Context: an optimization exercise on an open-source flow, tuned for a short achievable clock period. The choices shown serve that exercise and are no tape-out recipe. Function was not checked in any run shown here: the RTL went through the layout flow alone. No run shown here takes its clock network from TritonCTS; it comes from the design's own scripts or RTL. The clock input has no modelled driver; a real chip could not lean on it and would need a root buffer or a full tree. Power figures rest on the tool's default switching activity, not on a simulated workload.

<file path="flow/config.mk">
export PLATFORM = sky130hd
export DESIGN_NAME = ts0710_codec
export DESIGN_NICKNAME = ts0710_codec
export VERILOG_FILES = /design/flow/design.v
export SDC_FILE = /design/flow/constraint.sdc
export NUM_CORES = 4
export LEC_CHECK = 0
export ABC_CLOCK_PERIOD_IN_PS = 1000
export CAP_MARGIN = 20
export CORE_MARGIN = 2
export CORE_UTILIZATION = 40
export SETUP_SLACK_MARGIN = 3.6
export SLEW_MARGIN = 20
export SYNTH_HIERARCHICAL = 1
export SYNTH_MINIMUM_KEEP_SIZE = 0
export TNS_END_PERCENT = 100
</file>
<file path="flow/constraint.sdc">
create_clock -name core_clock -period 5.5 [get_ports {clk}]
set_input_delay 1.1000 -clock core_clock [delete_from_list [all_inputs] [get_ports {clk}]]
set_output_delay 1.1000 -clock core_clock [all_outputs]
set_load 0.01 [all_outputs]
</file>
<file path="flow/design.v">
module ts0710_crc_step (
    input  wire [7:0] crc_in,
    input  wire [7:0] data,
    output reg  [7:0] crc_out
);
    integer k;
    always @* begin
        crc_out = crc_in ^ data;
        for (k = 0; k < 8; k = k + 1) begin
            if (crc_out[0])
                crc_out = (crc_out >> 1) ^ 8'hE0;
            else
                crc_out = crc_out >> 1;
        end
    end
endmodule
module ts0710_rx #(
    parameter [15:0] ACC_CAP = 16'd32774
) (
    input  wire        clk,
    input  wire        rst,
    input  wire        compat,      
    input  wire        flush,       
    input  wire        rx_valid,
    input  wire [7:0]  rx_data,
    output reg         code_valid,
    output reg  [3:0]  code,
    output reg  [7:0]  frm_addr,
    output reg  [7:0]  frm_ctrl,
    output reg  [15:0] frm_len,
    output reg  [7:0]  frm_fcs,
    output reg         pay_valid,
    output reg  [7:0]  pay_data,
    output reg         in_frame,
    output reg  [15:0] acc_len,
    output reg         ev_ok,
    output reg         ev_bad,
    output reg         ev_csum,
    output reg         ev_ovf
);
    localparam [7:0] FLAG = 8'hF9;
    localparam [3:0] C_DROPPED      = 4'd0,
                     C_STARTED      = 4'd1,
                     C_APPENDED     = 4'd2,
                     C_COLLAPSED    = 4'd3,
                     C_FRAME_OK     = 4'd4,
                     C_FRAME_BAD    = 4'd5,
                     C_FRAME_CSUM   = 4'd6,
                     C_OVF_DROPPED  = 4'd7,
                     C_OVF_RESTART  = 4'd8;
    reg         nf;          
    reg  [15:0] nacc;        
    reg  [15:1] accp1_hi;    
    reg         accp1_lo;    
    wire [15:0] accp1 = {accp1_hi, accp1_lo};
    reg  [2:0]  af;          
    reg         az1, az2;    
    reg         acap;        
    reg         at_cap;      
    reg         is1;         
    reg         ph1;         
    reg         ph2;         
    reg         ph3;         
    reg         ph4;         
    reg         post;        
    reg  [14:0] rem;         
    reg         rz0, rz1, rz2, rz3;
    wire [3:0]  rz = {rz3, rz2, rz1, rz0};
    wire        remnz = ~(&rz);
    reg         ge;          
    reg         ex;          
    reg  [7:0]  addr_r;      
    reg  [7:0]  ctrl_r;      
    reg  [7:0]  len0_r;      
    reg  [14:0] len_r;       
    reg  [7:0]  prev1;       
    reg  [7:0]  nprev1;      
    reg  [7:0]  prev2;       
    reg  [7:0]  crc_r;       
    reg         pend;        
    reg         ctrl_uih;    
    reg         ctrl_ua;     
    reg         len0_ff;     
    reg  [7:0]  fmx;         
    wire        fcs_match = &fmx;
    wire        quirk_len = post & len0_ff;
    wire        std_pay   = post & ~ge & remnz;
    wire        qrk_pay   = (rem[6:1] != 6'h3F);    
    wire        pay_here  = quirk_len ? qrk_pay : std_pay;
    wire        covered   = ~post | (std_pay & ~ctrl_uih);
    reg         live;        
    wire        kill      = is1 | ge;               
    wire        rem_is1   = (rem[3:0] == 4'd1) & rz[1] & rz[2] & rz[3];
    wire [7:0]  crc_fold;
    ts0710_crc_step u_crc (.crc_in(crc_r), .data(prev1), .crc_out(crc_fold));
    wire [7:0]  crc_n     = ph1 ? 8'hFF : (pend ? crc_fold : crc_r);
    wire [7:0]  fm_byte, fm_prev;
    wire [7:0]  crc_m     = pend ? crc_fold : crc_r;
    ts0710_xeq8 u_fm_byte (.a(~crc_m), .b(rx_data), .eq(fm_byte));
    ts0710_xeq8 u_fm_prev (.a(~crc_m), .b(prev1),   .eq(fm_prev));
    wire [3:0]  cmpl_code_c0 = ~ex ? C_FRAME_BAD : (fcs_match ? C_FRAME_OK : C_FRAME_CSUM);
    wire [3:0]  cmpl_code_c1 = quirk_len ? C_FRAME_OK :
                               (~ex ? C_FRAME_BAD :
                                ((fcs_match | ctrl_ua) ? C_FRAME_OK : C_FRAME_CSUM));
    wire [3:0]  code_live_flag = is1 ? C_COLLAPSED : C_APPENDED;
    wire [15:0] accp2;       
    wire [14:0] rem_m1;      
    wire [3:0]  acy = {&af[2:0], &af[1:0], af[0], 1'b1};    
    wire [3:0]  rbw = {&rz[2:0], &rz[1:0], rz[0], 1'b1};    
    genvar gi;
    generate
        for (gi = 0; gi < 16; gi = gi + 1) begin : g_inc
            if (gi % 4 == 0) begin : g0
                assign accp2[gi] = accp1[gi] ^ acy[gi/4];
            end else begin : gn
                assign accp2[gi] = accp1[gi] ^ (acy[gi/4] & (&accp1[gi-1:gi-gi%4]));
            end
        end
        for (gi = 0; gi < 15; gi = gi + 1) begin : g_dec
            if (gi % 4 == 0) begin : g0
                assign rem_m1[gi] = rem[gi] ^ rbw[gi/4];
            end else begin : gn
                assign rem_m1[gi] = rem[gi] ^ (rbw[gi/4] & ~(|rem[gi-1:gi-gi%4]));
            end
        end
    endgenerate
    wire [2:0]  a_e = {accp1[11:8] == 4'hE, accp1[7:4] == 4'hE, accp1[3:0] == 4'hE};
    wire [3:0]  r_1 = {rem[14:12] == 3'd1, rem[11:8] == 4'd1, rem[7:4] == 4'd1, rem[3:0] == 4'd1};
    wire [14:0] rem_ld3   = {8'd0, rx_data[7:1]};
    wire [14:0] rem_ld4   = {rx_data, len0_r[7:1]};
    wire        accp1_cap = acap;
    wire [15:0] accm5;
    wire [3:1]  mbw;         
    assign accm5[3:0] = accp1[3:0] - 4'd6;
    assign mbw[1] = (accp1[3:0] < 4'd6);
    assign mbw[2] = mbw[1] & az1;
    assign mbw[3] = mbw[2] & az2;
    generate
        for (gi = 4; gi < 16; gi = gi + 1) begin : g_m6
            if (gi % 4 == 0) begin : g0
                assign accm5[gi] = accp1[gi] ^ mbw[gi/4];
            end else begin : gn
                assign accm5[gi] = accp1[gi] ^ (mbw[gi/4] & ~(|accp1[gi-1:gi-gi%4]));
            end
        end
    endgenerate
    wire        idle    = ~live | flush;
    wire        ovf     = at_cap & ~nf & ~flush;
    wire        cmpl_c   = live & ge;                   
    wire        ev_gate  = ~rst & rx_valid & ~flush;    
    wire        adv      = post & ~ge & ~remnz;     
    wire        ovf_nf   = at_cap & ~nf;            
    wire [6:0]  flg_c1, flg_c0, flg;
    genvar cp;
    generate
        for (cp = 0; cp < 2; cp = cp + 1) begin : g_cp
            wire       c      = (cp == 1);
            wire       qrk_ok = c & quirk_len;
            wire       sum_ok = fcs_match | (c & ctrl_ua);
            wire       ok_c   = qrk_ok | (ex & sum_ok);
            wire       bad_c  = ~qrk_ok & ~ex;
            wire       csum_c = ~qrk_ok & ex & ~sum_ok;
            wire [3:0] c_n    = ~live ? (ovf_nf ? C_OVF_RESTART : C_STARTED)
                                      : (ge ? (c ? cmpl_code_c1 : cmpl_code_c0) : code_live_flag);
            wire [6:0] v      = {c_n, cmpl_c & ok_c, cmpl_c & bad_c, cmpl_c & csum_c};
            if (cp == 1) begin : g1
                assign flg_c1 = v;
            end else begin : g0
                assign flg_c0 = v;
            end
        end
    endgenerate
    ts0710_fsel #(.W(7)) u_csel (.s(compat), .a(flg_c1), .b(flg_c0), .y(flg));
    localparam NXW = 34;
    wire [NXW-1:0] nx_f1, nx_f0, nx_h, nx_f1c, nx_f0c, nx_hc, nx;
    genvar fl, fs;
    generate
        for (fs = 0; fs < 2; fs = fs + 1) begin : g_fs
            wire idle_x = (fs == 1) ? 1'b1 : ~live;
            wire ovf_x  = (fs == 1) ? 1'b0 : ovf_nf;
            for (fl = 0; fl < 2; fl = fl + 1) begin : g_nx
                wire        f     = (fl == 1);
                wire        start = idle_x & f;
                wire [6:0]  nfl   = {idle_x ? (ovf_x ? C_OVF_DROPPED : C_DROPPED) : C_APPENDED, 3'b000};
                wire [6:0]  flgx  = (fs == 1) ? {C_STARTED, 3'b000} : flg;
                wire        in_n  = ~rst & (idle_x ? f : ~(f & ge));
                wire [15:0] al_n  = rst ? 16'd0 :
                                    (idle_x ? {15'd0, f} : ((f & kill) ? {15'd0, is1} : accp1));
                wire        a0_n  = idle_x ? 1'b0 : (is1 ? ~f : accp2[0]);
                wire        is1_n = f & (idle_x | is1);
                wire        ph1_n = start | (~idle_x & ph1 & f);
                wire        ph2_n = ~start & ph1 & ~f;
                wire        ph3_n = ~start & ph2;
                wire        ph4_n = ~start & ph3 & ~rx_data[0];
                wire        pst_n = ~start & (post | ph4 | (ph3 & rx_data[0]));
                wire        ge_n  = ~start & (ge | adv);
                wire        ex_n  = ~start & (adv | (ex & ~ge));
                wire        lv_n  = in_n & ~(~idle_x & accp1_cap);
                wire [NXW-1:0] v  = {f ? flgx : nfl,
                                     in_n, al_n, a0_n, is1_n,
                                     ph1_n, ph2_n, ph3_n, ph4_n, pst_n, ge_n, ex_n, lv_n};
                if (fs == 0 && fl == 1) begin : g01
                    assign nx_f1 = v;
                end else if (fs == 0) begin : g00
                    assign nx_f0 = v;
                end else if (fl == 1) begin : g11
                    assign nx_f1c = v;
                end else begin : g10
                    assign nx_f0c = v;
                end
            end
        end
    endgenerate
    wire        in_h = ~rst & ~nf;
    assign nx_h  = {7'd0, in_h, rst ? 16'd0 : ~nacc, accp1[0], is1,
                    ph1, ph2, ph3, ph4, post, ge, ex, in_h & ~at_cap};
    assign nx_hc = {7'd0, 1'b0, 16'd0, accp1[0], is1,
                    ph1, ph2, ph3, ph4, post, ge, ex, 1'b0};
    ts0710_vfsel #(.W(4)) u_vsel7 (.d(rx_data), .v(rx_valid), .fl(flush), .a(nx_f1[33:30]), .b(nx_f0[33:30]), .h(nx_h[33:30]), .ac(nx_f1c[33:30]), .bc(nx_f0c[33:30]), .hc(nx_hc[33:30]), .y(nx[33:30]));
    ts0710_vfsel #(.W(4)) u_vsel6 (.d(rx_data), .v(rx_valid), .fl(flush), .a(nx_f1[29:26]), .b(nx_f0[29:26]), .h(nx_h[29:26]), .ac(nx_f1c[29:26]), .bc(nx_f0c[29:26]), .hc(nx_hc[29:26]), .y(nx[29:26]));
    ts0710_vfsel #(.W(4)) u_vsel5 (.d(rx_data), .v(rx_valid), .fl(flush), .a(nx_f1[25:22]), .b(nx_f0[25:22]), .h(nx_h[25:22]), .ac(nx_f1c[25:22]), .bc(nx_f0c[25:22]), .hc(nx_hc[25:22]), .y(nx[25:22]));
    ts0710_vfsel #(.W(4)) u_vsel4 (.d(rx_data), .v(rx_valid), .fl(flush), .a(nx_f1[21:18]), .b(nx_f0[21:18]), .h(nx_h[21:18]), .ac(nx_f1c[21:18]), .bc(nx_f0c[21:18]), .hc(nx_hc[21:18]), .y(nx[21:18]));
    ts0710_vfsel #(.W(4)) u_vsel3 (.d(rx_data), .v(rx_valid), .fl(flush), .a(nx_f1[17:14]), .b(nx_f0[17:14]), .h(nx_h[17:14]), .ac(nx_f1c[17:14]), .bc(nx_f0c[17:14]), .hc(nx_hc[17:14]), .y(nx[17:14]));
    ts0710_vfsel #(.W(4)) u_vsel2 (.d(rx_data), .v(rx_valid), .fl(flush), .a(nx_f1[13:10]), .b(nx_f0[13:10]), .h(nx_h[13:10]), .ac(nx_f1c[13:10]), .bc(nx_f0c[13:10]), .hc(nx_hc[13:10]), .y(nx[13:10]));
    ts0710_vfsel #(.W(5)) u_vsel1 (.d(rx_data), .v(rx_valid), .fl(flush), .a(nx_f1[9:5]),   .b(nx_f0[9:5]),   .h(nx_h[9:5]),   .ac(nx_f1c[9:5]),   .bc(nx_f0c[9:5]),   .hc(nx_hc[9:5]),   .y(nx[9:5]));
    ts0710_vfsel #(.W(5)) u_vsel0 (.d(rx_data), .v(rx_valid), .fl(flush), .a(nx_f1[4:0]),   .b(nx_f0[4:0]),   .h(nx_h[4:0]),   .ac(nx_f1c[4:0]),   .bc(nx_f0c[4:0]),   .hc(nx_hc[4:0]),   .y(nx[4:0]));
    always @(posedge clk) begin
        {code, in_frame, acc_len} <= {nx[33:30], nx[26:10]};
        nacc     <= ~nx[25:10];
        ev_ok    <= nx[29] & ev_gate;
        ev_bad   <= nx[28] & ev_gate;
        ev_csum  <= nx[27] & ev_gate;
        nf       <= ~nx[26];
        live     <= nx[0];
        accp1_lo <= nx[9];
        {is1, ph1, ph2, ph3, ph4, post, ge, ex} <= nx[8:1];
    end
    always @(posedge clk) begin
        if (rst) begin
            code_valid <= 1'b0;
            pay_valid  <= 1'b0;
            ev_ovf     <= 1'b0;
        end else begin
            code_valid <= rx_valid;
            pay_valid  <= rx_valid & ~flush & live & pay_here;
            ev_ovf     <= rx_valid & ovf;
        end
    end
    always @(posedge clk) begin
        pay_data <= quirk_len ? prev2 : rx_data;
        frm_len  <= (compat & quirk_len) ? accm5 : {1'b0, len_r};
        if (rx_valid) begin
            accp1_hi <= idle ? 15'd1 : accp2[15:1];
            af       <= {3{~idle & ~is1}} & ((acy[2:0] & a_e) | (~acy[2:0] & af));
            acap     <= ~idle & ~is1 & (accp1 == ACC_CAP - 16'd1);
            if (idle | is1) begin
                az1 <= 1'b1;
                az2 <= 1'b1;
            end else begin
                if (acy[1]) az1 <= af[1];
                if (acy[2]) az2 <= af[2];
            end
            at_cap      <= ~idle & accp1_cap;
        end
        if (ph1) addr_r <= rx_data;
        if (ph2) begin
            ctrl_r   <= rx_data;
            ctrl_uih <= ((rx_data & 8'hEF) == 8'hEF);
            ctrl_ua  <= ((rx_data & 8'hEF) == 8'h63);
        end
        if (ph3) begin
            len0_r  <= rx_data;
            len0_ff <= (rx_data == 8'hFF);
        end
        frm_addr <= addr_r;
        frm_ctrl <= ctrl_r;
        if (ph3)
            len_r <= {8'd0, rx_data[7:1]};
        else if (ph4)
            len_r <= {rx_data, len0_r[7:1]};
        if (ph3) begin
            rem   <= rem_ld3;
            {rz3, rz2, rz1, rz0} <= {rem_ld3[14:12] == 3'd0, rem_ld3[11:8] == 4'd0,
                      rem_ld3[7:4] == 4'd0, rem_ld3[3:0] == 4'd0};
        end else if (ph4) begin
            rem   <= rem_ld4;
            {rz3, rz2, rz1, rz0} <= {rem_ld4[14:12] == 3'd0, rem_ld4[11:8] == 4'd0,
                      rem_ld4[7:4] == 4'd0, rem_ld4[3:0] == 4'd0};
        end else if (rx_valid & std_pay) begin
            rem   <= rem_m1;
            if (rbw[1]) rz1 <= r_1[1];
            if (rbw[2]) rz2 <= r_1[2];
            if (rbw[3]) rz3 <= r_1[3];
            rz0   <= r_1[0];
        end
        if (rx_valid) begin
            prev2 <= prev1;
        end
        frm_fcs <= prev1;
        prev1   <= rx_valid ? rx_data : ~nprev1;
        nprev1  <= ~(rx_valid ? rx_data : prev1);
        pend <= rx_valid & covered;
        crc_r     <= crc_n;
        fmx       <= rx_valid ? fm_byte : fm_prev;
    end
endmodule
module ts0710_fsel #(
    parameter W = 1
) (
    input  wire         s,
    input  wire [W-1:0] a,
    input  wire [W-1:0] b,
    output wire [W-1:0] y
);
    assign y = s ? a : b;
endmodule
module ts0710_xeq8 (
    input  wire [7:0] a,
    input  wire [7:0] b,
    output wire [7:0] eq
);
    assign eq = ~(a ^ b);
endmodule
module ts0710_vfsel #(
    parameter W = 1
) (
    input  wire [7:0]   d,
    input  wire         v,
    input  wire         fl,
    input  wire [W-1:0] a,
    input  wire [W-1:0] b,
    input  wire [W-1:0] h,
    input  wire [W-1:0] ac,
    input  wire [W-1:0] bc,
    input  wire [W-1:0] hc,
    output wire [W-1:0] y
);
    wire f  = (d == 8'hF9);
    wire s1 = v & f;
    wire s0 = v & ~f;
    wire [W-1:0] yn = ({W{s1}} & a)  | ({W{s0}} & b)  | ({W{~v}} & h);
    wire [W-1:0] yc = ({W{s1}} & ac) | ({W{s0}} & bc) | ({W{~v}} & hc);
    assign y = fl ? yc : yn;
endmodule
module ts0710_tx (
    input  wire        clk,
    input  wire        rst,
    input  wire        tx_start,
    input  wire [7:0]  tx_addr,
    input  wire [7:0]  tx_ctrl,
    input  wire [15:0] tx_len,
    output reg         tx_ready,    
    input  wire        tx_pl_valid,
    input  wire [7:0]  tx_pl_data,
    output reg         tx_pl_ready,  
    output reg         tx_valid,
    output reg  [7:0]  tx_data,
    output reg         len_err      
);
    localparam [7:0] FLAG = 8'hF9;
    reg        st_addr, st_ctrl, st_len0, st_len1, st_fcs, st_close;
    reg [7:0]  addr_r;
    reg [7:0]  ctrl_r;
    reg [14:0] len_r;
    reg [14:0] rem;         
    reg        rz0, rz1, rz2, rz3;
    wire [3:0] rz = {rz3, rz2, rz1, rz0};
    reg [7:0]  crc_r;       
    reg        idle_n;
    reg        pay_n;
    reg [7:0]  txb_n;
    wire       idle = ~idle_n;
    wire       pay  = ~pay_n;
    wire [7:0] txb  = ~txb_n;
    reg        pend;        
    wire       ctrl_uih  = ((ctrl_r & 8'hEF) == 8'hEF);
    wire       short_len = (len_r[14:7] == 8'd0);
    wire       zero_len  = short_len & (len_r[6:0] == 7'd0);
    wire [7:0] len_b0    = {len_r[6:0], short_len};
    wire [7:0] len_b1    = len_r[14:7];
    reg        last;        
    wire [14:0] rem_m1;
    wire [3:0]  rbw = {&rz[2:0], &rz[1:0], rz[0], 1'b1};
    wire [3:0]  r_1 = {rem[14:12] == 3'd1, rem[11:8] == 4'd1, rem[7:4] == 4'd1, rem[3:0] == 4'd1};
    genvar gi;
    generate
        for (gi = 0; gi < 15; gi = gi + 1) begin : g_dec
            if (gi % 4 == 0) begin : g0
                assign rem_m1[gi] = rem[gi] ^ rbw[gi/4];
            end else begin : gn
                assign rem_m1[gi] = rem[gi] ^ (rbw[gi/4] & ~(|rem[gi-1:gi-gi%4]));
            end
        end
    endgenerate
    wire [7:0] crc_fold;
    ts0710_crc_step u_crc (.crc_in(crc_r), .data(txb), .crc_out(crc_fold));
    wire [7:0] crc_cur = pend ? crc_fold : crc_r;
    wire       go   = tx_start & idle & ~tx_len[15];
    wire       take = pay & tx_pl_valid;
    wire       ready_n = (idle & ~go) | st_close;
    wire       pl_n    = (st_len0 & short_len & ~zero_len) | st_len1 |
                         (pay & ~(tx_pl_valid & last));
    wire [7:0] data_n  = ({8{st_addr}} & addr_r)     |
                         ({8{st_ctrl}} & ctrl_r)     |
                         ({8{st_len0}} & len_b0)     |
                         ({8{st_len1}} & len_b1)     |
                         ({8{pay}}     & tx_pl_data) |
                         ({8{st_fcs}}  & ~crc_cur)   |
                         ({8{idle | st_close}} & FLAG);
    always @(posedge clk) begin
        if (rst) begin
            tx_ready    <= 1'b1;
            idle_n      <= 1'b0;
            tx_pl_ready <= 1'b0;
            pay_n       <= 1'b1;
            st_addr     <= 1'b0;
            st_ctrl     <= 1'b0;
            st_len0     <= 1'b0;
            st_len1     <= 1'b0;
            st_fcs      <= 1'b0;
            st_close    <= 1'b0;
            tx_valid    <= 1'b0;
            len_err     <= 1'b0;
        end else begin
            len_err     <= tx_start & idle & tx_len[15];
            tx_ready    <= ready_n;
            idle_n      <= ~ready_n;
            st_addr     <= go;
            st_ctrl     <= st_addr;
            st_len0     <= st_ctrl;
            st_len1     <= st_len0 & ~short_len;
            tx_pl_ready <= pl_n;
            pay_n       <= ~pl_n;
            st_fcs      <= (st_len0 & zero_len) | (take & last);
            st_close    <= st_fcs;
            tx_valid    <= go | st_addr | st_ctrl | st_len0 | st_len1 |
                           take | st_fcs | st_close;
        end
    end
    always @(posedge clk) begin
        last <= take ? (rem == 15'd2) : (rem == 15'd1);
        if (idle) begin
            addr_r <= tx_addr | 8'h01;
            ctrl_r <= tx_ctrl;
            len_r  <= tx_len[14:0];
            rem    <= tx_len[14:0];
            {rz3, rz2, rz1, rz0} <= {tx_len[14:12] == 3'd0, tx_len[11:8] == 4'd0,
                       tx_len[7:4] == 4'd0, tx_len[3:0] == 4'd0};
        end else if (take) begin
            rem <= rem_m1;
            if (rbw[1]) rz1 <= r_1[1];
            if (rbw[2]) rz2 <= r_1[2];
            if (rbw[3]) rz3 <= r_1[3];
            rz0 <= r_1[0];
        end
        if (idle)
            crc_r <= 8'hFF;
        else if (pend)
            crc_r <= crc_fold;
        pend <= st_addr | st_ctrl | st_len0 | st_len1 | (take & ~ctrl_uih);
        tx_data <= data_n;
        txb_n   <= ~data_n;
    end
endmodule
module ts0710_codec (
    input  wire        clk,
    input  wire        rst,           
    input  wire        compat,        
    input  wire        stat_clr,      
    input  wire        rx_valid,
    input  wire [7:0]  rx_data,
    input  wire        rx_flush,      
    output wire        rx_code_valid,
    output wire [3:0]  rx_code,
    output wire [7:0]  frm_addr,
    output wire [7:0]  frm_ctrl,
    output wire [15:0] frm_len,
    output wire [7:0]  frm_fcs,
    output wire        pay_valid,
    output wire [7:0]  pay_data,
    output wire        in_frame,
    output wire [15:0] acc_len,
    input  wire        tx_start,
    input  wire [7:0]  tx_addr,
    input  wire [7:0]  tx_ctrl,
    input  wire [15:0] tx_len,
    output wire        tx_ready,
    input  wire        tx_pl_valid,
    input  wire [7:0]  tx_pl_data,
    output wire        tx_pl_ready,
    output wire        tx_valid,
    output wire [7:0]  tx_data,
    output reg  [31:0] cnt_ok,
    output reg  [31:0] cnt_framing,
    output reg  [31:0] cnt_checksum,
    output reg  [31:0] cnt_overflow,
    output reg  [3:0]  err_flags      
);
    wire tx_len_err;
    wire ev_ok, ev_bad, ev_csum, ev_ovf;
    ts0710_rx u_rx (
        .clk        (clk),
        .rst        (rst),
        .compat     (compat),
        .flush      (rx_flush),
        .rx_valid   (rx_valid),
        .rx_data    (rx_data),
        .code_valid (rx_code_valid),
        .code       (rx_code),
        .frm_addr   (frm_addr),
        .frm_ctrl   (frm_ctrl),
        .frm_len    (frm_len),
        .frm_fcs    (frm_fcs),
        .pay_valid  (pay_valid),
        .pay_data   (pay_data),
        .in_frame   (in_frame),
        .acc_len    (acc_len),
        .ev_ok      (ev_ok),
        .ev_bad     (ev_bad),
        .ev_csum    (ev_csum),
        .ev_ovf     (ev_ovf)
    );
    ts0710_tx u_tx (
        .clk         (clk),
        .rst         (rst),
        .tx_start    (tx_start),
        .tx_addr     (tx_addr),
        .tx_ctrl     (tx_ctrl),
        .tx_len      (tx_len),
        .tx_ready    (tx_ready),
        .tx_pl_valid (tx_pl_valid),
        .tx_pl_data  (tx_pl_data),
        .tx_pl_ready (tx_pl_ready),
        .tx_valid    (tx_valid),
        .tx_data     (tx_data),
        .len_err     (tx_len_err)
    );
    reg clr_d;
    always @(posedge clk) begin
        if (rst) clr_d <= 1'b0;
        else     clr_d <= stat_clr;
    end
    wire [31:0] ok_next, bad_next, csum_next, ovf_next;
    ts0710_counter u_cnt_ok   (.clk(clk), .rst(rst), .clr(clr_d), .ev(ev_ok),   .cnt_next(ok_next));
    ts0710_counter u_cnt_bad  (.clk(clk), .rst(rst), .clr(clr_d), .ev(ev_bad),  .cnt_next(bad_next));
    ts0710_counter u_cnt_csum (.clk(clk), .rst(rst), .clr(clr_d), .ev(ev_csum), .cnt_next(csum_next));
    ts0710_counter u_cnt_ovf  (.clk(clk), .rst(rst), .clr(clr_d), .ev(ev_ovf),  .cnt_next(ovf_next));
    reg  [3:0] nerr;
    wire [3:0] err_base = clr_d ? 4'd0 : ~nerr;
    wire [3:0] err_next = err_base | {tx_len_err, ev_ovf, ev_csum, ev_bad};
    always @(posedge clk) begin
        if (rst) begin
            cnt_ok       <= 32'd0;
            cnt_framing  <= 32'd0;
            cnt_checksum <= 32'd0;
            cnt_overflow <= 32'd0;
            err_flags    <= 4'd0;
            nerr         <= 4'hF;
        end else begin
            cnt_ok       <= ok_next;
            cnt_framing  <= bad_next;
            cnt_checksum <= csum_next;
            cnt_overflow <= ovf_next;
            err_flags    <= err_next;
            nerr         <= ~err_next;
        end
    end
endmodule
module ts0710_counter (
    input  wire        clk,
    input  wire        rst,
    input  wire        clr,
    input  wire        ev,
    output wire [31:0] cnt_next
);
    reg  [31:0] ncnt;       
    reg  [6:0]  ones;       
    wire [31:0] base = ~ncnt;
    wire [31:0] sum;
    wire [7:0]  inc;        
    wire [6:0]  nib_e;      
    assign cnt_next = clr ? {31'd0, ev} : sum;
    genvar k, i;
    generate
        for (k = 0; k < 8; k = k + 1) begin : g_nib
            if (k == 0) begin : g0
                assign inc[0] = ev;
            end else begin : gn
                assign inc[k] = ev & (&ones[k-1:0]);
            end
            for (i = 0; i < 4; i = i + 1) begin : g_bit
                if (i == 0) begin : b0
                    assign sum[4*k] = base[4*k] ^ inc[k];
                end else begin : bn
                    assign sum[4*k+i] = base[4*k+i] ^ (inc[k] & (&base[4*k+i-1:4*k]));
                end
            end
            if (k < 7) begin : g_e
                assign nib_e[k] = (base[4*k+3:4*k] == 4'hE);
            end
        end
    endgenerate
    wire [6:0] ones_next = {7{~clr}} & ((inc[6:0] & nib_e) | (~inc[6:0] & ones));
    always @(posedge clk) begin
        if (rst) begin
            ones <= 7'd0;
            ncnt <= 32'hFFFFFFFF;
        end else begin
            ones <= ones_next;
            ncnt <= ~cnt_next;
        end
    end
endmodule
</file>
<file path="flow/flow/run.sh">
#!/bin/bash
# Layout flow: the standard ORFS flow, with the clock tree built by
# flow/cts_tree.tcl (a balanced tree of two inverting stages) in place of TritonCTS.
set -euo pipefail
here=$(pwd)
export PRE_CTS_TCL="$here/flow/cts_tree.tcl"
bash standard.sh > "$here/standard_flow.log" 2>&1
</file>
<file path="flow/flow/cts_tree.tcl">
# Sourced by ORFS's cts.tcl before clock_tree_synthesis (PRE_CTS_TCL).
# Replaces TritonCTS with a balanced two-stage clock tree: the clock port
# feeds a few root inverters, one per group of sinks, and each root
# inverter feeds leaf inverters that each drive a tight cluster of
# flip-flops. Every flip-flop sees the same two inverting stages, so the
# clock keeps its sense.

set ::ct_root_cell sky130_fd_sc_hd__clkinv_16
set ::ct_leaf_cell sky130_fd_sc_hd__clkinv_8
set ::ct_roots 4
set ::ct_leaf_size 16

proc ct_kmeans { pts k iters } {
  # pts: list of {x y item}; returns a list of k lists of points
  set n [llength $pts]
  if { $k >= $n } {
    set out {}
    foreach p $pts { lappend out [list $p] }
    return $out
  }
  # seed centres with points spread along the sorted x+y order
  set sorted [lsort -real -index 0 [lmap p $pts { list [expr {[lindex $p 0] + [lindex $p 1]}] $p }]]
  set cs {}
  for { set i 0 } { $i < $k } { incr i } {
    set p [lindex [lindex $sorted [expr {int(($i + 0.5) * $n / $k)}]] 1]
    lappend cs [list [lindex $p 0] [lindex $p 1]]
  }
  # cap on cluster size so no leaf is overloaded
  set cap [expr {int(ceil(double($n) / $k * 1.15))}]
  for { set it 0 } { $it < $iters } { incr it } {
    # assign points, nearest centre first, respecting the cap
    set pairs {}
    set pi 0
    foreach p $pts {
      set ci 0
      foreach c $cs {
        set d [expr {abs([lindex $p 0] - [lindex $c 0]) + abs([lindex $p 1] - [lindex $c 1])}]
        lappend pairs [list $d $pi $ci]
        incr ci
      }
      incr pi
    }
    set pairs [lsort -real -index 0 $pairs]
    set assigned [lrepeat $n -1]
    set counts [lrepeat $k 0]
    foreach pr $pairs {
      lassign $pr d pi ci
      if { [lindex $assigned $pi] >= 0 } { continue }
      if { [lindex $counts $ci] >= $cap } { continue }
      lset assigned $pi $ci
      lset counts $ci [expr {[lindex $counts $ci] + 1}]
    }
    set groups [lrepeat $k {}]
    set pi 0
    foreach p $pts {
      set ci [lindex $assigned $pi]
      lset groups $ci [concat [lindex $groups $ci] [list $p]]
      incr pi
    }
    set ncs {}
    set ci 0
    foreach g $groups {
      if { [llength $g] == 0 } {
        lappend ncs [lindex $cs $ci]
      } else {
        set sx 0.0; set sy 0.0
        foreach p $g { set sx [expr {$sx + [lindex $p 0]}]; set sy [expr {$sy + [lindex $p 1]}] }
        lappend ncs [list [expr {$sx / [llength $g]}] [expr {$sy / [llength $g]}]]
      }
      incr ci
    }
    set cs $ncs
  }
  set out {}
  foreach g $groups { if { [llength $g] > 0 } { lappend out $g } }
  return $out
}

proc ct_centre { g } {
  set sx 0.0; set sy 0.0
  foreach p $g { set sx [expr {$sx + [lindex $p 0]}]; set sy [expr {$sy + [lindex $p 1]}] }
  return [list [expr {int($sx / [llength $g])}] [expr {int($sy / [llength $g])}]]
}

proc ct_place_buf { block master name xy } {
  set inst [odb::dbInst_create $block $master $name]
  # keep the buffer inside the core
  set core [$block getCoreArea]
  set x [expr {max([$core xMin], min([lindex $xy 0], [$core xMax] - [$master getWidth]))}]
  set y [expr {max([$core yMin], min([lindex $xy 1], [$core yMax] - [$master getHeight]))}]
  $inst setLocation $x $y
  $inst setPlacementStatus PLACED
  return $inst
}

proc ct_build {} {
  set db [ord::get_db]
  set block [ord::get_db_block]
  set rmaster [$db findMaster $::ct_root_cell]
  set lmaster [$db findMaster $::ct_leaf_cell]
  set clk_port [$block findBTerm clk]
  set clk_net [$clk_port getNet]

  # sinks: every instance pin on the clock net
  set pts {}
  foreach it [$clk_net getITerms] {
    set inst [$it getInst]
    set loc [$inst getLocation]
    lappend pts [list [lindex $loc 0] [lindex $loc 1] $it]
  }
  set nsinks [llength $pts]
  puts "ct: $nsinks sinks"

  set groups [ct_kmeans $pts $::ct_roots 30]
  set ri 0
  foreach g $groups {
    set nleaf [expr {int(ceil(double([llength $g]) / $::ct_leaf_size))}]
    set leaves [ct_kmeans $g $nleaf 30]
    set root [ct_place_buf $block $rmaster "ctroot_$ri" [ct_centre $g]]
    set rnet [odb::dbNet_create $block "ct_rootnet_$ri"]
    $rnet setSigType CLOCK
    [$root findITerm Y] connect $rnet
    [$root findITerm A] connect $clk_net
    set li 0
    foreach lg $leaves {
      set leaf [ct_place_buf $block $lmaster "ctleaf_${ri}_$li" [ct_centre $lg]]
      set lnet [odb::dbNet_create $block "ct_leafnet_${ri}_$li"]
      $lnet setSigType CLOCK
      [$leaf findITerm A] connect $rnet
      [$leaf findITerm Y] connect $lnet
      foreach p $lg {
        set it [lindex $p 2]
        $it disconnect
        $it connect $lnet
      }
      puts "ct: root $ri leaf $li drives [llength $lg] sinks"
      incr li
    }
    incr ri
  }
  $clk_net setSigType CLOCK
}

if { [info commands ct_orig_cts] eq "" } {
  rename clock_tree_synthesis ct_orig_cts
}
proc clock_tree_synthesis { args } {
  puts "ct: custom two-stage clock tree instead of clock_tree_synthesis $args"
  ct_build
}
</file>
<file path="flow/standard.sh">
#!/bin/bash
# synth_recipe.tcl (not shown) runs the flow's synth.tcl, then flattens the netlist and writes it again
# the make line also repeats each setting of config.mk as NAME=value (left out here)
make -C /OpenROAD-flow-scripts/flow DESIGN_CONFIG=/design/flow/config.mk WORK_HOME=/design/flow/orfs CLKGATE_MAP_FILE= SYNTH_SCRIPT=/design/flow/synth_recipe.tcl "${@:-finish}"
</file>
==> results of run 1 <==
-- Yosys stat by module (local to each module, per instance), a selection --
| module | times used | flip-flops and latches | area (sq um) | cells inside |
|---|---|---|---|---|
| ts0710_crc_step | 2 | 0 | 208 | 22 |
| ts0710_tx | 1 | 86 | 3420 | 290 |
| ts0710_codec | 1 | 137 | 3720 | 293 |
| ts0710_rx | 1 | 225 | 8190 | 734 |
| ts0710_counter | 4 | 39 | 1970 | 222 |
| ts0710_xeq8 | 2 | 0 | 70.1 | 8 |
-- cell families after synthesis --
logic type / count (synthesis)
compound gates: 357
flops: 604
other cells: 2
mux: 115
xor+xnor: 140
simple gates: 1071
fa+ha+maj: 53
buf+inv: 253
-- flip-flops by register name, summed over array words and instances (netlist names), 15 cells and up --
register,count
u_tx.len_r,15
u_rx.len_r,15
cnt_overflow,32
cnt_ok,32
u_cnt_ok.ncnt,32
cnt_checksum,32
u_cnt_csum.ncnt,32
u_cnt_bad.ncnt,32
u_rx.nacc,16
u_rx.accp1_hi,15
u_rx.frm_len,16
u_rx.rem,15
u_tx.rem,15
u_cnt_ovf.ncnt,32
u_rx.acc_len,16
cnt_framing,32
-- synth_stat cells (32+ instances only) --
master,instances,area share [%]
a21boi_0,40,1.1
inv_1,122,1.7
o21ai_0,64,1.2
nand4_1,32,0.76
nand3_1,62,1.2
nand2b_1,62,1.5
nor2_1,167,2.4
a21oi_1,96,1.8
o211ai_1,34,0.97
a32oi_1,34,1.1
mux2i_1,50,1.9
buf_2,38,0.72
clkbuf_1,58,0.82
ha_1,53,2.5
dfxtp_1,484,37
nor3_1,79,1.5
nand2_1,215,3.1
or3_1,67,1.6
and3_1,33,0.78
xnor2_1,63,2.1
edfxtp_1,120,14
nor2b_1,177,4.2
xor2_1,73,2.4
-- where the power goes --
| group | switching [uW] | internal, uW | total [uW] |
|---|---|---|---|
| registers | 222 | 4830 | 5050 |
| clock network | 1730 | 331 | 2060 |
| logic | 894 | 836 | 1730 |
-- metrics by stage --
| stage | worst slack, ns | util, % |
|---|---|---|
| final | 3.38 | 51.9 |
| after global placement | 1.93 | 46.0 |
| after global routing | 3.35 | 51.9 |
| after detailed placement | 1.90 | 46.0 |
| after CTS | 3.12 | 52.3 |
| after floorplan | 3.24 | - |
-- how the worst max path moves through the flow --
stage                     startpoint             to  slack (ns)  cells after the start
final                     rx_data[1]  u_rx.nacc[10]        3.38                      7
after CTS                 rx_data[1]   u_rx.nacc[2]        3.12                      7
after floorplan                  rst  u_rx.nacc[10]        3.24                      8
after detailed placement  rx_data[0]      u_rx.post        1.90                      7
after global routing      rx_data[1]        u_rx.nf        3.35                      7
after global placement    rx_data[6]  u_rx.nacc[10]        1.93                      6
-- final cells by class --
class                   instances  share of cell area, %
diodes                          1                0.00735
inverters                     168                   3.67
multi-input cells            1846                   40.1
flip-flops and latches        604                   39.2
well taps                     864                   3.17
repair buffers                484                   13.8
-- layer usage --
metal  global-route usage (%)  part of all wire (%)
met3                     2.19                   5.2
met1                     27.2                    43
met4                     6.82                   3.3
met5                        0                     0
met2                     35.8                    49
-- repair_timing --
action                                  CTS  global route
endpoints found under the setup margin  796           353
gates resized for setup                 703           541
pin swaps                               105            40
hold buffers                              0             0
gates cloned                             39             0
buffers inserted                        150            16
==> results.cfg, run 1 <==
[sta]
finalClockSkew_ns = 0.0377
drv_slew = 0
finalSetupViolCount = 0
fmax_mhz = 471
finalCritPeriodShare_pct = 38.6
rsz0062_at_grt = yes
fin_crit_ns = 2.12
holdWs_ns = 0.333
worst_pin_slew_ns = 0.809
hold_viol = 0
slew_headroom_pct = 46.0
fin_setup_tns_ns = 0

[floorplan]
fp-row-count = 94
coreArea_sq_um = 65600
die_h_um = 261
ios = 270
dieWidth_um = 261
die_area_sq_um = 68200
start_util_pct = 40.3

[synth]
syn-instance-count = 2595
synthesis.area_sq_um = 26400
yosys_most_used_dff = dfxtp_1
synth-simple-area-share_pct = 23.9
synth_fa_ha_area_share_pct = 2.51
synthArstFlopShare_pct = 0
synthMuxAreaShare_pct = 4.93
synth_xor_area_share_pct = 4.75
synth_top_family_by_area = simple AND/OR/NAND/NOR gates
synth_compound_area_share_pct = 9.30
yosysWarnings = 11
synth.avg_cell_area_sq_um = 10.2
ys_ff_latch = 604
ys_seq_area_share_pct = 50.3
synth_cell_type_count = 78
synth-edff-count = 120

[worst_setup_path]
slowest_stage = mux2_4
max_stage_delay_ns = 0.32
critPathLaunchType = primary input
reg2reg_depth = 7
r2r_slack_ns = 3.56
cp.arrival_ns = 2.28
path_max_fanout = 6
rr_startpoint = u_rx.ph3
crit_required_ns = 5.65
criticalPathCategory = in2reg
path_cells = buf_12 -> buf_12 -> nand4b_4 -> nor2_8 -> mux2_4 -> a32oi_2 -> inv_1
endpoint_kind = flop
rr_endpoint = u_rx.post
path_buf_inv = 3
worst_path_most_repeated_cell = buf_12
cp_top_family = simple AND/OR/NAND/NOR gates

[min_path]
min-delay-start = u_rx.addr_r[7]
min_path_type = reg2reg
holdPathEnd = u_rx.frm_addr[7]
hold_depth = 0

[placed_design]
io_buffer_count = 268
hpwl_mm = 43.2
dp_cells = 3718
place_area_sq_um = 30200
gp_congestion = 0.832

[power]
worst_ir_drop_vdd_mv = 0.289
cellLeakagePower_uw = 0.0141
totalPowerFinal_uw = 8840
pwr_density_cell_nw_per_um2 = 259

[clock_tree]
clkTransAtPathRegs_ns = 0.08
clock_latency_ns = 0.29

[finish]
final_common_cell = dfxtp_1
area_delta_synth_final_pct = 28.8
fin_cells = 3967
final_layout_size_suffix_gt1_share_pct = 27.0
design_area_sq_um = 34100
multi_input_area_sq_um = 13700
ff_latch_area_sq_um = 13300
nets = 3213
fill_cells = 5891
layout_common_cells = 451 x dfxtp_1, 202 x clkbuf_2, 201 x nand2_1, 155 x nor2b_1, 154 x nor2_1

[detailed_routing]
drc = 0
drt_pre_antenna_iters = 5
vias = 20700
drtAntennaViolNets = 0
vias_per_cell = 5.23
wire_per_inst_um = 18.5
drt-total-wl_mm = 73.4
initialDrtViolationCount = 1385

[global_routing]
grt_usage_pct = 20.8
grt_pass1_vias = 20900
grt.overflow.total = 0
grt_max_degree = 54
antenna_found_initial = 1
grt_pass1_wl_mm = 114

[job]
cap_violations = 0

[status]
status = no timing/DRC/antenna violations
==> run 2, diff against run 1 <==
--- a/flow/design.v
+++ b/flow/design.v
@@ -148,4 +148,3 @@
     wire        ovf     = at_cap & ~nf & ~flush;
-    wire        cmpl_c   = live & ge;                   
-    wire        ev_gate  = ~rst & rx_valid & ~flush;    
+    wire        cmpl_c   = ~rst & live & ge;            
     wire        adv      = post & ~ge & ~remnz;     
@@ -175,2 +174,3 @@
     wire [NXW-1:0] nx_f1, nx_f0, nx_h, nx_f1c, nx_f0c, nx_hc, nx;
+    wire [15:0]    na_f1, na_f0, na_h, na_f1c, na_f0c, na_hc, na;
     genvar fl, fs;
@@ -203,8 +203,12 @@
                     assign nx_f1 = v;
+                    assign na_f1 = ~al_n;
                 end else if (fs == 0) begin : g00
                     assign nx_f0 = v;
+                    assign na_f0 = ~al_n;
                 end else if (fl == 1) begin : g11
                     assign nx_f1c = v;
+                    assign na_f1c = ~al_n;
                 end else begin : g10
                     assign nx_f0c = v;
+                    assign na_f0c = ~al_n;
                 end
@@ -218,2 +222,4 @@
                     ph1, ph2, ph3, ph4, post, ge, ex, 1'b0};
+    assign na_h  = rst ? 16'hFFFF : nacc;
+    assign na_hc = 16'hFFFF;
     ts0710_vfsel #(.W(4)) u_vsel7 (.d(rx_data), .v(rx_valid), .fl(flush), .a(nx_f1[33:30]), .b(nx_f0[33:30]), .h(nx_h[33:30]), .ac(nx_f1c[33:30]), .bc(nx_f0c[33:30]), .hc(nx_hc[33:30]), .y(nx[33:30]));
@@ -225,2 +231,6 @@
     ts0710_vfsel #(.W(5)) u_vsel1 (.d(rx_data), .v(rx_valid), .fl(flush), .a(nx_f1[9:5]),   .b(nx_f0[9:5]),   .h(nx_h[9:5]),   .ac(nx_f1c[9:5]),   .bc(nx_f0c[9:5]),   .hc(nx_hc[9:5]),   .y(nx[9:5]));
+    ts0710_vfsel #(.W(4)) u_nsel3 (.d(rx_data), .v(rx_valid), .fl(flush), .a(na_f1[15:12]), .b(na_f0[15:12]), .h(na_h[15:12]), .ac(na_f1c[15:12]), .bc(na_f0c[15:12]), .hc(na_hc[15:12]), .y(na[15:12]));
+    ts0710_vfsel #(.W(4)) u_nsel2 (.d(rx_data), .v(rx_valid), .fl(flush), .a(na_f1[11:8]),  .b(na_f0[11:8]),  .h(na_h[11:8]),  .ac(na_f1c[11:8]),  .bc(na_f0c[11:8]),  .hc(na_hc[11:8]),  .y(na[11:8]));
+    ts0710_vfsel #(.W(4)) u_nsel1 (.d(rx_data), .v(rx_valid), .fl(flush), .a(na_f1[7:4]),   .b(na_f0[7:4]),   .h(na_h[7:4]),   .ac(na_f1c[7:4]),   .bc(na_f0c[7:4]),   .hc(na_hc[7:4]),   .y(na[7:4]));
+    ts0710_vfsel #(.W(4)) u_nsel0 (.d(rx_data), .v(rx_valid), .fl(flush), .a(na_f1[3:0]),   .b(na_f0[3:0]),   .h(na_h[3:0]),   .ac(na_f1c[3:0]),   .bc(na_f0c[3:0]),   .hc(na_hc[3:0]),   .y(na[3:0]));
     ts0710_vfsel #(.W(5)) u_vsel0 (.d(rx_data), .v(rx_valid), .fl(flush), .a(nx_f1[4:0]),   .b(nx_f0[4:0]),   .h(nx_h[4:0]),   .ac(nx_f1c[4:0]),   .bc(nx_f0c[4:0]),   .hc(nx_hc[4:0]),   .y(nx[4:0]));
@@ -228,6 +238,4 @@
         {code, in_frame, acc_len} <= {nx[33:30], nx[26:10]};
-        nacc     <= ~nx[25:10];
-        ev_ok    <= nx[29] & ev_gate;
-        ev_bad   <= nx[28] & ev_gate;
-        ev_csum  <= nx[27] & ev_gate;
+        nacc     <= na;
+        {ev_ok, ev_bad, ev_csum} <= nx[29:27];
         nf       <= ~nx[26];
==> run 2 against run 1 <==
Final cell count up 7.5%. Via count is 7.2% higher. Synthesized cell count is 6.9% higher. Clock power hardly changed. Worst hold slack improved by 0.011 ns. Cell area up 4.1%. Critical path depth rose by 2. Largest power group unchanged. Highest routed layer unchanged. Critical path type unchanged. Die area is 4.9% higher. Register-to-register slack got worse by 0.14 ns. Combinational power barely moved. Still clean on timing, DRC and antenna.
==> results.cfg, run 2 <==
[synth]
synth-edff-count = 120
ys_ff_latch = 604
yosysWarnings = 11
synth.avg_cell_area_sq_um = 10.0
synth_common_cells = 484 x dfxtp_1, 273 x nand2_1, 180 x nor2b_1, 156 x nor2_1, 153 x inv_1
synthTopCellsByArea = dfxtp_1 35%, edfxtp_1 13%, nor2b_1 4.1%
synth.most_common_cell = dfxtp_1
synth_top_cell_area_share_pct = 34.9
yosysTopAreaCell = dfxtp_1
yosys_most_used_dff = dfxtp_1
synthArstFlopShare_pct = 0
syn-instance-count = 2774
ys_seq_area_share_pct = 47.9
synth_cell_type_count = 77
synthesis.area_sq_um = 27800

[floorplan]
die_area_sq_um = 71500
ios = 270
die_h_um = 267
fp-row-count = 96
coreArea_sq_um = 68600
start_util_pct = 40.5
dieWidth_um = 267

[detailed_routing]
drt-total-wl_mm = 77.1
drc = 0
initialDrtViolationCount = 1505
wire_per_inst_um = 18.1
drt_pre_antenna_iters = 5
vias = 22200
drtAntennaViolNets = 0
vias_per_cell = 5.21

[finish]
fill_cells = 6087
final_layout_size_suffix_gt1_share_pct = 26.3
ff_latch_area_sq_um = 13400
nets = 3445
design_area_sq_um = 35400
utilization_pct = 51.7
layout_common_cells = 436 x dfxtp_1, 241 x nand2_1, 190 x clkbuf_2, 167 x nor2b_1, 151 x nor2_1
multi_input_area_sq_um = 14700
final_common_cell = dfxtp_1
fin_cells = 4266
area_delta_synth_final_pct = 27.7

[power]
intPower_uw = 6030
pwr_density_cell_nw_per_um2 = 252
switchingPower_uw = 2890
cellLeakagePower_uw = 0.0151
worst_ir_drop_vdd_mv = 0.273
clock_power_share_pct = 23.3
p_comb_share_pct = 19.7
pwr-share-seq_pct = 57.0
switching_share_pct = 32.4

[sta]
rsz0062_at_grt = yes
drv_slew = 0
fmax_mhz = 441
finalClockSkew_ns = 0.0562
hold_viol = 0
fin_ws_ns = 3.23
finalCritPeriodShare_pct = 41.3
slew_headroom_pct = 40.7
fin_crit_ns = 2.27
fin_setup_tns_ns = 0
worst_pin_slew_ns = 0.888
finalSetupViolCount = 0

[global_routing]
grt_pass1_wl_mm = 120
grt_pass1_vias = 22100
antenna_found_initial = 1
grt_usage_pct = 20.7
grt.overflow.total = 0
grt_max_degree = 73

[placed_design]
gp_congestion = 0.841
dp_slack_ns = 2.05
io_buffer_count = 268
place_area_sq_um = 31600
hpwl_mm = 46.6
dp_cells = 4000

[status]
status = no timing/DRC/antenna violations

[worst_setup_path]
r2r_slack_ns = 3.42
crit_required_ns = 5.70
endpoint_kind = flop
path_max_fanout = 7
critPathLaunchType = primary input
criticalPathCategory = in2reg
cp.arrival_ns = 2.47

[job]
cap_violations = 0

[clock_tree]
clock_latency_ns = 0.29
clkTransAtPathRegs_ns = 0.08

[min_path]
min_path_type = reg2reg
-- run 2: changes by cell type in the layout (fill, tap and decap cells not counted), sizes merged, moves of 16 or more --
| cell | delta |
|---|---|
| inv | +31 |
| conb | +47 |
| a21boi | +16 |
| nand2 | +59 |
| buf | +18 |
| o211ai | +17 |
| and3 | -30 |
| a32oi | +16 |
| a21oi | +20 |
-- run 2: cell families (layout without fill, tap and decap cells) --
group	Yosys count	after routing	share of synthesized area, %
AOI/OAI and AO/OA	429	429	10.6
buffers and inverters	293	695	4.93
muxes	131	131	5.45
and+or+nand+nor	1123	1138	24.2
adders and majority gates	53	53	2.39
other	2	146	0.0271
xor gates and xnor gates	139	139	4.49
DFF	604	604	47.9
-- run 2: path summary, 6_finish.rpt --
path,endpoint,cells after the start,from
min reg2reg,u_rx.frm_addr[4],0,u_rx.addr_r[4]
max reg2reg,u_rx.rz1,5,u_rx.ph4
min,u_rx.frm_addr[4],0,u_rx.addr_r[4]
max,u_rx.acc_len[14],9,rst
-- run 2: timing repair --
action,in CTS,in global routing
pin swaps,117,60
buffers inserted,146,33
gates resized for setup,670,583
endpoints found under the setup margin,781,394
gates cloned,42,1
hold buffers,0,0
-- run 2: area by class of cell --
class / instances / area share [%]
Multi-Input combinational cell: 2035 / 41.5
Sequential cell: 604 / 37.7
Timing Repair Buffer: 495 / 13.6
Inverter: 200 / 3.86
Tap cell: 931 / 3.29
Antenna cell: 1 / 0.00706
-- run 2: per-stage QoR --
step	hold slack, ns	total power, uW
floorplan	0.323	6110
global placement	0.329	6560
detailed placement	0.327	6610
CTS	0.327	8470
global route	0.352	9370
finish	0.344	8930
-- run 2: routing by layer --
layer / GRT usage, % / wire length [um] / up-vias
met4: 5.50 / 2130 / 0
li1: - / - / 10700
met5: 0 / 0 / -
met2: 35.7 / 37400 / 648
met1: 27.4 / 33600 / 10800
met3: 2.26 / 4040 / 129
-- run 2: worst max-delay path, cell delays in order --
cell     delay, ns
buf_16        0.13
nor2b_4       0.22
and2_4        0.32
buf_6         0.14
nand2_4       0.04
inv_2         0.05
nand2_1       0.05
mux2_4        0.26
a32oi_1       0.15
-- run 2: power by group through the flow --
stage / Clock, uW / Combinational (uW) / Sequential [uW]
floorplan: 0 / 1010 / 5100
global placement: 0 / 1410 / 5150
detailed placement: 0 / 1440 / 5160
CTS: 1590 / 1700 / 5170
global route: 2330 / 1910 / 5120
finish: 2080 / 1760 / 5090
-- run 2: modules after synthesis, one instance, submodules excluded, excerpt --
module	flip-flops and latches	copies in the design
ts0710_crc_step	0	2
ts0710_codec	137	1
ts0710_xeq8	0	2
ts0710_counter	39	4
ts0710_rx	225	1
ts0710_tx	86	1
==> run 3, diff against run 2 <==
==> flow/flow/run.sh (replaced) <==
#!/bin/bash
# Layout flow: the standard ORFS flow, with the clock tree built by
# flow/cts_tree.tcl (a balanced two-stage buffer tree) in place of TritonCTS.
set -euo pipefail
here=$(pwd)
export PRE_CTS_TCL="$here/flow/cts_tree.tcl"
bash standard.sh > "$here/standard_flow.log" 2>&1
--- a/flow/flow/cts_tree.tcl
+++ b/flow/flow/cts_tree.tcl
@@ -2,9 +2,7 @@
 # Replaces TritonCTS with a balanced two-stage clock tree: the clock port
-# feeds a few root inverters, one per group of sinks, and each root
-# inverter feeds leaf inverters that each drive a tight cluster of
-# flip-flops. Every flip-flop sees the same two inverting stages, so the
-# clock keeps its sense.
+# feeds a few root buffers, one per group of sinks, and each root buffer
+# feeds leaf buffers that each drive a tight cluster of flip-flops. Every
+# flip-flop sees the same number of buffer stages.
 
-set ::ct_root_cell sky130_fd_sc_hd__clkinv_16
-set ::ct_leaf_cell sky130_fd_sc_hd__clkinv_8
+set ::ct_buf   sky130_fd_sc_hd__clkbuf_16
 set ::ct_roots 4
@@ -98,4 +96,3 @@
   set block [ord::get_db_block]
-  set rmaster [$db findMaster $::ct_root_cell]
-  set lmaster [$db findMaster $::ct_leaf_cell]
+  set master [$db findMaster $::ct_buf]
   set clk_port [$block findBTerm clk]
@@ -118,6 +115,6 @@
     set leaves [ct_kmeans $g $nleaf 30]
-    set root [ct_place_buf $block $rmaster "ctroot_$ri" [ct_centre $g]]
+    set root [ct_place_buf $block $master "ctroot_$ri" [ct_centre $g]]
     set rnet [odb::dbNet_create $block "ct_rootnet_$ri"]
     $rnet setSigType CLOCK
-    [$root findITerm Y] connect $rnet
+    [$root findITerm X] connect $rnet
     [$root findITerm A] connect $clk_net
@@ -125,3 +122,3 @@
     foreach lg $leaves {
-      set leaf [ct_place_buf $block $lmaster "ctleaf_${ri}_$li" [ct_centre $lg]]
+      set leaf [ct_place_buf $block $master "ctleaf_${ri}_$li" [ct_centre $lg]]
       set lnet [odb::dbNet_create $block "ct_leafnet_${ri}_$li"]
@@ -129,3 +126,3 @@
       [$leaf findITerm A] connect $rnet
-      [$leaf findITerm Y] connect $lnet
+      [$leaf findITerm X] connect $lnet
       foreach p $lg {
==> run 3 against run 2 <==
Still clean. Sequential power hardly changed. Flip-flop and latch count stayed put. Worst hold slack got worse by 0.0064 ns. Global-route usage shrank 0.073 points. Wire length increased by 0.66%. Cell area increased by 2.9%. Clock skew decreased by 0.0028 ns. Fmax rose by 7.4%. Critical path type unchanged.
==> results.cfg, run 3 <==
[global_routing]
grt.overflow.total = 0
antenna_found_initial = 1
grt_usage_pct = 20.6
grt_pass1_wl_mm = 120
grt_pass1_vias = 22000
grt_max_degree = 73

[synth]
yosysTopAreaCell = dfxtp_1
synth.most_common_cell = dfxtp_1
synth_cell_type_count = 77
synthArstFlopShare_pct = 0
synth_top_cell_area_share_pct = 34.9
yosys_most_used_dff = dfxtp_1
synth_common_cells = 484 x dfxtp_1, 273 x nand2_1, 180 x nor2b_1, 156 x nor2_1, 153 x inv_1
yosysWarnings = 11
synth.avg_cell_area_sq_um = 10.0
synth-edff-count = 120
syn-instance-count = 2774
ys_seq_area_share_pct = 47.9
synthTopCellsByArea = dfxtp_1 35%, edfxtp_1 13%, nor2b_1 4.1%
synthesis.area_sq_um = 27800
ys_ff_latch = 604

[sta]
fin_setup_tns_ns = 0
finalClockSkew_ns = 0.0533
finalSetupViolCount = 0
fmax_mhz = 473
finalCritPeriodShare_pct = 38.4
worst_pin_slew_ns = 0.899
drv_slew = 0
hold_viol = 0
fin_crit_ns = 2.11
slew_headroom_pct = 40.0
holdWs_ns = 0.338
rsz0062_at_grt = yes

[detailed_routing]
drtAntennaViolNets = 0
vias_per_cell = 5.21
drc = 0
drt_pre_antenna_iters = 5
drt-total-wl_mm = 77.6
wire_per_inst_um = 18.2
vias = 22200
initialDrtViolationCount = 1399

[min_path]
holdPathEnd = u_rx.frm_ctrl[7]
min-delay-start = u_rx.ctrl_r[7]
hold_depth = 0
min_path_type = reg2reg

[clock_tree]
clock_latency_ns = 0.42
clkTransAtPathRegs_ns = 0.08

[floorplan]
ios = 270
fp-row-count = 96
dieWidth_um = 267
start_util_pct = 40.5
coreArea_sq_um = 68600
die_h_um = 267
die_area_sq_um = 71500

[finish]
fin_cells = 4261
final_common_cell = dfxtp_1
area_delta_synth_final_pct = 31.4
final_layout_size_suffix_gt1_share_pct = 29.0
layout_common_cells = 324 x dfxtp_1, 249 x nand2_1, 192 x buf_6, 171 x nor2b_1, 152 x dfxtp_2
nets = 3440

[status]
status = no timing/DRC/antenna violations

[worst_setup_path]
endpoint_kind = flop
r2r_slack_ns = 3.52
critPathLaunchType = primary input
criticalPathCategory = in2reg
rr_endpoint = u_rx.acc_len[10]
path_max_fanout = 7
cp.arrival_ns = 2.41
rr_startpoint = u_rx.ge
reg2reg_depth = 7
crit_required_ns = 5.80

[power]
worst_ir_drop_vdd_mv = 0.259
pwr_density_cell_nw_per_um2 = 267
intPower_uw = 7130
pwr-share-seq_pct = 52.4
switchingPower_uw = 2610
p_comb_share_pct = 18.4
clock_power_share_pct = 29.2
cellLeakagePower_uw = 0.0155
switching_share_pct = 26.8

[placed_design]
io_buffer_count = 268
gp_congestion = 0.841
dp_cells = 4000
hpwl_mm = 46.6

[job]
cap_violations = 0
==> run 3: layout make-up <==
cell class / instances / area [sq um]
fill: 5966 / 32100
multi-input combinational: 2035 / 14600
sequential: 604 / 13500
timing repair buffer: 490 / 5460
tap: 931 / 1160
buffer: 43 / 1080
inverter: 157 / 598
antenna: 1 / 2.50
==> run 3: power by group through the flow <==
stage	clock network, uW	logic, uW	registers, uW
after CTS	2230	1690	5170
after floorplan	0	1010	5100
after detailed placement	0	1440	5160
final	2840	1800	5100
after global placement	0	1410	5150
after global routing	3070	1950	5130
==> run 3: stage by stage <==
stage | power (uW) | cell area, sq um | worst slack [ns] | util (%)
6_report | 9740 | 36500 | 3.39 | 53.2
5_1_grt | 10200 | 36500 | 3.34 | 53.2
4_1_cts | 9090 | 35600 | 3.04 | 51.9
3_5_place_dp | 6610 | 31600 | 2.05 | 46.1
3_3_place_gp | 6560 | 31600 | 2.01 | 46.1
2_1_floorplan | 6110 | 28500 | 3.33 | -
==> run 3: worst max path at each step <==
stage / cells after the start / end / slack [ns] / start
6_report: 8 / u_rx.acc_len[10] / 3.39 / rst
5_1_grt: 8 / u_rx.acc_len[10] / 3.34 / rst
2_1_floorplan: 8 / u_rx.ev_bad / 3.33 / rst
3_3_place_gp: 8 / u_rx.acc_len[2] / 2.01 / rst
3_5_place_dp: 8 / u_rx.acc_len[2] / 2.05 / rst
4_1_cts: 8 / u_rx.acc_len[2] / 3.04 / rst
==> run 3: cell families after synthesis <==
kind of cell	Yosys count	synth area share, %
AO/OA/AOI/OAI	429	10.6
adder cells (fa/ha/maj)	53	2.39
flip-flops	604	47.9
multiplexers	131	5.45
buffers and inverters	293	4.93
XOR/XNOR	139	4.49
AND/OR/NAND/NOR	1123	24.2
other	2	0.0271
==> run 3: modules after synthesis (local to each module, per instance), excerpt <==
module,flops+latches,cells
ts0710_rx,225,761
ts0710_xeq8,0,8
ts0710_tx,86,290
ts0710_codec,137,293
ts0710_counter,39,222
ts0710_crc_step,0,22
==> run 3: routing by layer <==
layer  global-route usage (%)  wire [um]  part of all wire, %
met5                        0          0                    0
met4                     5.71       1890                  2.4
met3                     2.20       3820                  4.9
met2                     35.7      38000                   49
met1                     27.2      33900                   44
==> run 3: critical path, stage by stage <==
cell     delay, ns
buf_16        0.13
nor2b_4       0.23
and2_4        0.34
nand2_4       0.08
inv_2         0.06
nand2_2       0.04
mux2_4        0.25
a32oi_1       0.15
==> run 3: timing repair <==
item / in CTS / in global routing
gates cloned: 40 / 1
hold buffers: 0 / 0
pin swaps: 107 / 35
buffers inserted: 148 / 28
setup endpoints to repair: 781 / 321
gates resized for setup: 638 / 1029

==> what the ideal ports hide <==
Ports are ideal in the flow. The routed layouts listed here were re-timed in OpenROAD.
Step 1, drivers: a clkbuf_16 drives clk and a buf_2 each remaining input, both assumed.
Step 2 also shifts input and output timing later by t, the mid clock arrival at the registers, as if the neighbouring blocks saw the same clock.
a / b / c = ideal / step 1 / step 2; a / b = the first two.
run	t, ns	setup WS [ns]	worst data-port slew with drivers (ns)
run 1	0.529	3.375 / 3.352 / 2.954	0.30
run 2	0.532	3.230 / 3.349 / 2.831	0.25
run 3	0.533	3.387 / 3.348 / 2.836	0.27
After both steps setup and hold are still met in every run listed. The setup slack of run 3, which loses most, moves by -0.039 ns with the drivers and by -0.551 ns with both steps.
